Source: an optimization exercise on an open RTL-to-GDS flow (aim: small area, a short achievable clock period and few clock cycles). Production flows keep margins and buffers that such runs may drop.
The RTL was checked by simulation tests, not by an equivalence proof against the original design.

$ cat flow/run.sh
#!/bin/bash
# synth_recipe.tcl (not shown) runs the flow's synth.tcl, then flattens the netlist and writes it again
# the make line also repeats each setting of config.mk as NAME=value (left out here)
make -C /OpenROAD-flow-scripts/flow DESIGN_CONFIG=/design/flow/config.mk WORK_HOME=/design/flow/orfs CLKGATE_MAP_FILE= SYNTH_SCRIPT=/design/flow/synth_recipe.tcl finish
$ cat flow/design.v
module hash_mix (
    input  wire [31:0] a_in,
    input  wire [31:0] b_in,
    input  wire [31:0] c_in,
    output wire [31:0] a_out,
    output wire [31:0] b_out,
    output wire [31:0] c_out
);
    wire [31:0] a1 = (a_in - b_in - c_in) ^ (c_in >> 13);
    wire [31:0] b1 = (b_in - c_in - a1)   ^ (a1   >> 8);
    wire [31:0] c1 = (c_in - a1 - b1)     ^ (b1   >> 13);
    wire [31:0] a2 = (a1 - b1 - c1)       ^ (c1   >> 12);
    wire [31:0] b2 = (b1 - c1 - a2)       ^ (a2   >> 16);
    wire [31:0] c2 = (c1 - a2 - b2)       ^ (b2   >> 5);
    wire [31:0] a3 = (a2 - b2 - c2)       ^ (c2   >> 3);
    wire [31:0] b3 = (b2 - c2 - a3)       ^ (a3   >> 10);
    wire [31:0] c3 = (c2 - a3 - b3)       ^ (b3   >> 15);
    assign a_out = a3;
    assign b_out = b3;
    assign c_out = c3;
endmodule
module hash_engine (
    input  wire        clk,
    input  wire        rst,      
    input  wire        req,      
    input  wire        we,       
    input  wire [3:0]  addr,     
    input  wire [31:0] wdata,
    output wire        ready,    
    output reg  [31:0] rdata     
);
    localparam [31:0] ID_VALUE = 32'h4F414154;
    localparam [31:0] GOLDEN   = 32'h9E3779B9;
    localparam [3:0] REG_ID     = 4'd0;
    localparam [3:0] REG_CMD    = 4'd1;
    localparam [3:0] REG_STATUS = 4'd2;
    localparam [3:0] REG_SEED   = 4'd3;
    localparam [3:0] REG_RESULT = 4'd4;
    localparam [3:0] REG_LEN    = 4'd5;
    localparam [3:0] REG_ACC    = 4'd6;
    localparam [3:0] REG_A      = 4'd7;
    localparam [3:0] REG_B      = 4'd8;
    localparam [3:0] REG_C      = 4'd9;
    localparam [1:0] MODE_IDLE = 2'd0;
    localparam [1:0] MODE_OAAT = 2'd1;
    localparam [1:0] MODE_L2   = 2'd2;
    localparam [3:0] E_ILLEGAL_CMD  = 4'd1;
    localparam [3:0] E_BAD_SEQUENCE = 4'd2;
    localparam [3:0] E_REG_LOCKED   = 4'd3;
    reg [31:0] acc_q, a_q, b_q, c_q, len_q, seed_q, result_q;
    reg [7:0]  buf_q [0:11];
    reg [3:0]  bufcnt_q;
    reg [1:0]  mode_q;
    reg        done_q, err_q;
    reg [3:0]  errcode_q;
    assign ready = 1'b1;
    wire wr_access = req && we;
    wire [7:0] opc  = wdata[31:24];
    wire [7:0] byte_in = wdata[7:0];
    wire       low24_zero = (wdata[23:0] == 24'd0);
    wire       low24_b_ok = (wdata[23:8] == 16'd0);
    wire       low24_s_ok = (wdata[23:1] == 23'd0);
    wire is_nop         = (opc == 8'h00) && low24_zero;
    wire is_oaat_start  = (opc == 8'h01) && low24_zero;
    wire is_oaat_byte   = (opc == 8'h02) && low24_b_ok;
    wire is_oaat_finish = (opc == 8'h03) && low24_zero;
    wire is_l2_start    = (opc == 8'h11) && low24_s_ok;
    wire is_l2_byte     = (opc == 8'h12) && low24_b_ok;
    wire is_l2_finish   = (opc == 8'h13) && low24_zero;
    wire is_mix         = (opc == 8'h20) && low24_zero;
    wire is_clr_err     = (opc == 8'h30) && low24_zero;
    wire is_legal = is_nop | is_oaat_start | is_oaat_byte | is_oaat_finish |
                    is_l2_start | is_l2_byte | is_l2_finish | is_mix | is_clr_err;
    wire [31:0] oaat_s1 = acc_q + {{24{byte_in[7]}}, byte_in};
    wire [31:0] oaat_s2 = oaat_s1 + (oaat_s1 << 10);
    wire [31:0] oaat_step = oaat_s2 ^ $unsigned($signed(oaat_s2) >>> 6);
    wire [31:0] oaat_f1 = acc_q + (acc_q << 3);
    wire [31:0] oaat_f2 = oaat_f1 ^ $unsigned($signed(oaat_f1) >>> 11);
    wire [31:0] oaat_final = oaat_f2 + (oaat_f2 << 15);
    wire [31:0] fold_a = {buf_q[3], buf_q[2], buf_q[1], buf_q[0]};
    wire [31:0] fold_b = {buf_q[7], buf_q[6], buf_q[5], buf_q[4]};
    wire [31:0] fold_c = {byte_in,  buf_q[10], buf_q[9], buf_q[8]};
    wire [31:0] tail_a = {(bufcnt_q >= 4'd4)  ? buf_q[3]  : 8'h00,
                          (bufcnt_q >= 4'd3)  ? buf_q[2]  : 8'h00,
                          (bufcnt_q >= 4'd2)  ? buf_q[1]  : 8'h00,
                          (bufcnt_q >= 4'd1)  ? buf_q[0]  : 8'h00};
    wire [31:0] tail_b = {(bufcnt_q >= 4'd8)  ? buf_q[7]  : 8'h00,
                          (bufcnt_q >= 4'd7)  ? buf_q[6]  : 8'h00,
                          (bufcnt_q >= 4'd6)  ? buf_q[5]  : 8'h00,
                          (bufcnt_q >= 4'd5)  ? buf_q[4]  : 8'h00};
    wire [31:0] tail_c = {(bufcnt_q >= 4'd11) ? buf_q[10] : 8'h00,
                          (bufcnt_q >= 4'd10) ? buf_q[9]  : 8'h00,
                          (bufcnt_q >= 4'd9)  ? buf_q[8]  : 8'h00,
                          8'h00};
    reg  [31:0] mix_a, mix_b, mix_c;
    wire [31:0] mixed_a, mixed_b, mixed_c;
    always @(*) begin
        if (is_l2_byte) begin
            mix_a = a_q + fold_a;
            mix_b = b_q + fold_b;
            mix_c = c_q + fold_c;
        end else if (is_l2_finish) begin
            mix_a = a_q + tail_a;
            mix_b = b_q + tail_b;
            mix_c = c_q + len_q + tail_c;
        end else begin
            mix_a = a_q;
            mix_b = b_q;
            mix_c = c_q;
        end
    end
    hash_mix u_mix (
        .a_in (mix_a),   .b_in (mix_b),   .c_in (mix_c),
        .a_out(mixed_a), .b_out(mixed_b), .c_out(mixed_c)
    );
    integer i;
    always @(posedge clk) begin
        if (rst) begin
            acc_q     <= 32'd0;
            a_q       <= 32'd0;
            b_q       <= 32'd0;
            c_q       <= 32'd0;
            len_q     <= 32'd0;
            seed_q    <= 32'd0;
            result_q  <= 32'd0;
            bufcnt_q  <= 4'd0;
            mode_q    <= MODE_IDLE;
            done_q    <= 1'b0;
            err_q     <= 1'b0;
            errcode_q <= 4'd0;
        end else if (wr_access) begin
            case (addr)
                REG_SEED: seed_q <= wdata;
                REG_A, REG_B, REG_C: begin
                    if (mode_q == MODE_IDLE) begin
                        if (addr == REG_A) a_q <= wdata;
                        if (addr == REG_B) b_q <= wdata;
                        if (addr == REG_C) c_q <= wdata;
                    end else if (!err_q) begin
                        err_q     <= 1'b1;
                        errcode_q <= E_REG_LOCKED;
                    end
                end
                REG_CMD: begin
                    if (!is_legal) begin
                        if (!err_q) begin
                            err_q     <= 1'b1;
                            errcode_q <= E_ILLEGAL_CMD;
                        end
                    end else if (is_oaat_start) begin
                        acc_q    <= 32'd0;
                        len_q    <= 32'd0;
                        bufcnt_q <= 4'd0;
                        done_q   <= 1'b0;
                        mode_q   <= MODE_OAAT;
                    end else if (is_oaat_byte) begin
                        if (mode_q != MODE_OAAT) begin
                            if (!err_q) begin
                                err_q     <= 1'b1;
                                errcode_q <= E_BAD_SEQUENCE;
                            end
                        end else begin
                            acc_q <= oaat_step;
                            len_q <= len_q + 32'd1;
                        end
                    end else if (is_oaat_finish) begin
                        if (mode_q != MODE_OAAT) begin
                            if (!err_q) begin
                                err_q     <= 1'b1;
                                errcode_q <= E_BAD_SEQUENCE;
                            end
                        end else begin
                            acc_q    <= oaat_final;
                            result_q <= oaat_final;
                            mode_q   <= MODE_IDLE;
                            done_q   <= 1'b1;
                        end
                    end else if (is_l2_start) begin
                        a_q      <= GOLDEN;
                        b_q      <= GOLDEN;
                        c_q      <= wdata[0] ? seed_q : 32'd0;
                        bufcnt_q <= 4'd0;
                        len_q    <= 32'd0;
                        done_q   <= 1'b0;
                        mode_q   <= MODE_L2;
                    end else if (is_l2_byte) begin
                        if (mode_q != MODE_L2) begin
                            if (!err_q) begin
                                err_q     <= 1'b1;
                                errcode_q <= E_BAD_SEQUENCE;
                            end
                        end else begin
                            buf_q[bufcnt_q] <= byte_in;
                            len_q <= len_q + 32'd1;
                            if (bufcnt_q == 4'd11) begin
                                a_q      <= mixed_a;
                                b_q      <= mixed_b;
                                c_q      <= mixed_c;
                                bufcnt_q <= 4'd0;
                            end else begin
                                bufcnt_q <= bufcnt_q + 4'd1;
                            end
                        end
                    end else if (is_l2_finish) begin
                        if (mode_q != MODE_L2) begin
                            if (!err_q) begin
                                err_q     <= 1'b1;
                                errcode_q <= E_BAD_SEQUENCE;
                            end
                        end else begin
                            a_q      <= mixed_a;
                            b_q      <= mixed_b;
                            c_q      <= mixed_c;
                            result_q <= mixed_c;
                            bufcnt_q <= 4'd0;
                            mode_q   <= MODE_IDLE;
                            done_q   <= 1'b1;
                        end
                    end else if (is_mix) begin
                        if (mode_q != MODE_IDLE) begin
                            if (!err_q) begin
                                err_q     <= 1'b1;
                                errcode_q <= E_BAD_SEQUENCE;
                            end
                        end else begin
                            a_q <= mixed_a;
                            b_q <= mixed_b;
                            c_q <= mixed_c;
                        end
                    end else if (is_clr_err) begin
                        err_q     <= 1'b0;
                        errcode_q <= 4'd0;
                    end
                end
                default: ;  
            endcase
        end
    end
    wire [31:0] status = {18'd0, 1'b0, 1'b0, bufcnt_q, errcode_q, err_q, done_q, mode_q};
    always @(*) begin
        case (addr)
            REG_ID:     rdata = ID_VALUE;
            REG_STATUS: rdata = status;
            REG_SEED:   rdata = seed_q;
            REG_RESULT: rdata = result_q;
            REG_LEN:    rdata = len_q;
            REG_ACC:    rdata = acc_q;
            REG_A:      rdata = a_q;
            REG_B:      rdata = b_q;
            REG_C:      rdata = c_q;
            default:    rdata = 32'd0;
        endcase
    end
endmodule
$ cat flow/config.mk
export PLATFORM = sky130hd
export DESIGN_NAME = hash_engine
export DESIGN_NICKNAME = hash_engine
export VERILOG_FILES = /design/flow/design.v
export SDC_FILE = /design/flow/constraint.sdc
export NUM_CORES = 4
export LEC_CHECK = 0
export CAP_MARGIN = 20
export CORE_MARGIN = 2
export CORE_UTILIZATION = 40
export SLEW_MARGIN = 20
$ cat flow/constraint.sdc
create_clock -name core_clock -period 33.0 [get_ports {clk}]
set_input_delay 6.6000 -clock core_clock [delete_from_list [all_inputs] [get_ports {clk}]]
set_output_delay 6.6000 -clock core_clock [all_outputs]
set_load 0.01 [all_outputs]
==> summary.txt <==
----------------------------------------------------
[Setup path]
  Worst flop-to-flop path startpoint ... bufcnt_q[1]
  Launching element type of the critical path ... input port
  Crit Reg-Reg Endpoint ... c_q[31]
  Worst reg2reg setup slack ... 6.27 ns
  Worst R2R Path Depth ... between 100 and 150
  Origin of the worst setup path ... wdata[9]
  Most frequent cell on the critical path ... sky130_fd_sc_hd__inv_1
  Arr. time, crit path ... approximately 32 ns
  CP Capture Type ... flop
  Category of the most critical setup path ... in -> reg
  Maximum net fanout on the critical path ... 13
  Worst path required time ... 33.50 ns
  Crit path largest cell delay ... 0.67 ns
  Standard cell with the maximum stage delay on the critical path ... sky130_fd_sc_hd__xnor2_1

[Clock tree]
  Clock Tree Root ... sky130_fd_sc_hd__clkbuf_16
  CTS resizes ... 0
  Maximum clock insertion buffer count ... 3
  TritonCTS sink count ... 324
  Num CTS Buffers ... 36
  Clock tree from TritonCTS ... done
  Clock Pin Slew Worst Setup and Hold Paths ... 0.07 ns
  Post-cts hold buffer count ... 0
  H-tree depth reported by CTS ... 2
  Clock insertion delay at the later pin of the skew report ... 0.61 ns
  Post-CTS setup buffer count ... 0

[STA]
  Tightest Pin Transition ... 1.37 ns
  Layout Skew ... approximately 0.037 ns
  Shortest period the worst path allows ... 31.69 ns
  Share of the clock period used by the worst path ... between 90% and 100%
  Final Hold Violating Endpoints ... 0
  Slew HR ... 8.79%
  Maximum frequency from static timing analysis ... between 0.03 and 0.04 GHz
  Setup repair after global routing missed its margin ... false
  Post-Route Setup TNS ... 0 ns
  Final Max Tran Viols ... 0
  Count of final setup violators ... 0

[Synth]
  Number of flops mapped to enable cells by yosys ... 88
  Netlist area before placement ... 53,200 sq um
  Post-synthesis xor/xnor area fraction ... 13.6%
  Post-synth net total ... 7,663
  Simple logic cell fraction of the synthesized area ... 15.3%
  Gate Count Post-Synth ... 6,737
  Yosys synthesis warning count ... 1
  Synthesized flop and latch total ... 324
  Cell variety after synth ... 117
  Share of Yosys cell area claimed by the top area cell type ... 13.6%
  Share of synthesized area spent on multiplexers ... 0.463%
  Share of the synthesized area in compound gates (AO/OA/AOI/OAI) ... between 20% and 30%
  Proportion of synthesized flip-flops having asynchronous set or reset ... 0%
  Combinational family with the most area after synthesis ... adder cells
  Synthesized-area fraction occupied by adder cells ... approximately a quarter
  Ranking of synthesized cells by area ... sky130_fd_sc_hd__ha_1 (14%), sky130_fd_sc_hd__fa_1 (12%), sky130_fd_sc_hd__dfxtp_1 (8.9%)
  Cell accounting for the most synthesized area ... sky130_fd_sc_hd__ha_1
  Seq/Total Area, Yosys ... 13.8%
  Synthesized area per cell ... 7.90 sq um
  Post-synth top flop ... sky130_fd_sc_hd__dfxtp_1

[Layout]
  Count of filler cells inserted in the layout ... 13,300
  Share of the core filled with cells ... 45.1%
  Most common cell after layout, fill and taps aside ... sky130_fd_sc_hd__inv_1
  Share of layout cells above drive strength 1 ... 7.40%
  Area grow syn2layout ... 11.6%
  Top library cells by usage in the layout, fill and taps aside ... sky130_fd_sc_hd__inv_1 (867), sky130_fd_sc_hd__a21oi_1 (623), sky130_fd_sc_hd__ha_1 (579), sky130_fd_sc_hd__xnor2_1 (532), sky130_fd_sc_hd__nor2_1 (524)
  Final nets ... between 7,000 and 8,000
  Final standard cell area without fillers ... just under 60,000 sq um

[Route]
  Residual DRC ... 0
  Initial detailed-routing violation count ... 6,298
  Via-to-Cell Ratio ... 6.02
  Total via count after detailed routing ... 53,000
  Wire length per cell ... 27.7 um
  Initial DRT Pass Iterations ... 14
  Count of antenna-violating nets left after detailed routing ... 0
  Final Routed Wirelength ... ~240,000 um

[Hold path]
  Tightest Hold Check Type ... reg -> reg
  Hold Path Stages ... 2
  Worst hold endpoint ... done_q
  Startpoint of the worst hold path ... done_q

[Die]
  Core Region ... around 130,000 sq um
  Die span in y ... around 370 um
  Number of top-level pins ... 73
  Starting density of the core ... 40.4%
  Number of core rows ... 133
  Die Width ... about 370 um
  Area enclosed by the die boundary ... 136,000 sq um

[Global route]
  Vias in the first global route ... about 49,000
  Global route overflow ... 0
  Largest net degree at the start of global routing ... 71
  First-pass GRT wire length ... 347,000 um
  Number of antenna violations at the first check in global routing ... 11
  Global router's overall resource usage ... 34.8%

[Flow run]
  Count of maximum capacitance violations ... 0

[Place]
  Detailed placer's ending HPWL ... 200,000 um
  GP Congestion ... 1.03
  Port buffer count ... 71
  Post-Place Cell Area ... about 58,000 sq um

[Outcome]
  Result of the run ... complete, no violations

----------------------------------------------------
logic make-up (layout without fill, tap and decap cells):
family / after synthesis / after routing
multiplexers: 24 / 24
buffers and inverters: 1044 / 1348
XOR/XNOR: 798 / 798
AO/OA/AOI/OAI: 1966 / 1966
adder cells (fa/ha/maj): 886 / 886
flip-flops: 324 / 324
other: 1 / 9
AND/OR/NAND/NOR: 1694 / 1694
critical path, delay by kind of cell:
family,cells,cell delay [ns]
AO/OA/AOI/OAI,31,7.00
XOR/XNOR,17,4.51
adder cells (fa/ha/maj),18,7.89
buffers and inverters,13,1.95
AND/OR/NAND/NOR,16,4.17
worst max path at each step:
| stage | to | depth (start not counted) |
|---|---|---|
| 2_1_floorplan | c_q[31] | 95 |
| 4_1_cts | c_q[31] | 95 |
| 6_report | c_q[31] | 95 |
| 3_3_place_gp | c_q[31] | 95 |
| 5_1_grt | c_q[31] | 99 |
| 3_5_place_dp | c_q[31] | 95 |
synth_stat cells (36+ instances only):
| library cell | instances |
|---|---|
| sky130_fd_sc_hd__a211oi_1 | 63 |
| sky130_fd_sc_hd__a21o_1 | 186 |
| sky130_fd_sc_hd__a21oi_1 | 625 |
| sky130_fd_sc_hd__a221oi_1 | 43 |
| sky130_fd_sc_hd__a22oi_1 | 58 |
| sky130_fd_sc_hd__a31oi_1 | 44 |
| sky130_fd_sc_hd__and2_1 | 52 |
| sky130_fd_sc_hd__and3_1 | 74 |
| sky130_fd_sc_hd__clkbuf_1 | 160 |
| sky130_fd_sc_hd__dfxtp_1 | 236 |
| sky130_fd_sc_hd__edfxtp_1 | 88 |
| sky130_fd_sc_hd__fa_1 | 307 |
| sky130_fd_sc_hd__ha_1 | 579 |
| sky130_fd_sc_hd__inv_1 | 867 |
| sky130_fd_sc_hd__nand2_1 | 425 |
| sky130_fd_sc_hd__nand2b_1 | 71 |
| sky130_fd_sc_hd__nand3_1 | 114 |
| sky130_fd_sc_hd__nand4_1 | 39 |
| sky130_fd_sc_hd__nor2_1 | 534 |
| sky130_fd_sc_hd__nor2b_1 | 113 |
| sky130_fd_sc_hd__nor3_1 | 110 |
| sky130_fd_sc_hd__o211ai_1 | 46 |
| sky130_fd_sc_hd__o21a_1 | 90 |
| sky130_fd_sc_hd__o21ai_0 | 314 |
| sky130_fd_sc_hd__o21bai_1 | 108 |
| sky130_fd_sc_hd__o221ai_1 | 36 |
| sky130_fd_sc_hd__o22ai_1 | 43 |
| sky130_fd_sc_hd__or3_1 | 48 |
| sky130_fd_sc_hd__xnor2_1 | 535 |
| sky130_fd_sc_hd__xor2_1 | 243 |
state kept, by name (all words and copies together), names as in the netlist, 2 cells and up:
register,flops
c_q,32
mode_q,2
errcode_q,4
bufcnt_q,4
a_q,32
seed_q,32
b_q,32
len_q,32
buf_q,88
acc_q,32
result_q,32
routing by layer:
layer  wire length [um]  global-route usage, %  vias to the layer above  part of all wire, %
met2             104000                   52.2                     2870                   42
met5                 14                      0                        -               0.0057
met1              99400                   46.1                    25500                   41
met4              18300                   22.2                        2                  7.5
li1                   -                      -                    24100                    -
met3              22600                   6.00                      586                  9.3
metrics by stage:
stage / hold slack, ns / std cells / worst slack (ns)
6_report: 0.454 / 8804 / 1.31
5_1_grt: 0.479 / 8796 / 0.113
4_1_cts: 0.452 / 8795 / 0.688
3_5_place_dp: 0.443 / 8734 / 0.256
3_3_place_gp: 0.434 / 8733 / 0.644
2_1_floorplan: 0.425 / 6737 / 4.77
area by class of cell:
class	instances	area, sq um	area share [%]
Multi-Input combinational cell	5369	42100	70.8
Sequential cell	324	7370	12.4
Timing Repair Buffer	419	3330	5.60
Inverter	868	3260	5.48
Tap cell	1755	2200	3.70
Clock buffer	47	1020	1.72
Clock inverter	14	168	0.282
Antenna cell	8	20.0	0.0337
Testbench counts, summed over its fixed seeds: cycles 19,430.

[afterwards: timing with drivers on the ports]
Ports are ideal in the flow. The routed layout listed here was re-timed in OpenROAD.
Step 1 assumes that a clkbuf_16 drives the clock port and a buf_2 every other input.
Step 2 adds t to the input delays and takes it off the output delays; t is the mean of the earliest and latest rising clock arrival at the registers after step 1. Input paths then give back, and output paths get back, about the clock's delay inside the block.
Slacks: ideal ports / drivers / drivers and shift; pairs: ideal ports / drivers.
t, ns: 0.661
setup WS [ns]: 1.314 / 1.355 / 0.693
worst setup path after step 2: input to register
clock arrival spread, ns: 0.043 / 0.043
pins driven straight from the clock port: 1
After both steps setup and hold are still met in this run. For this run, drivers alone change the setup slack by +0.041 ns; drivers and shift together by -0.621 ns.
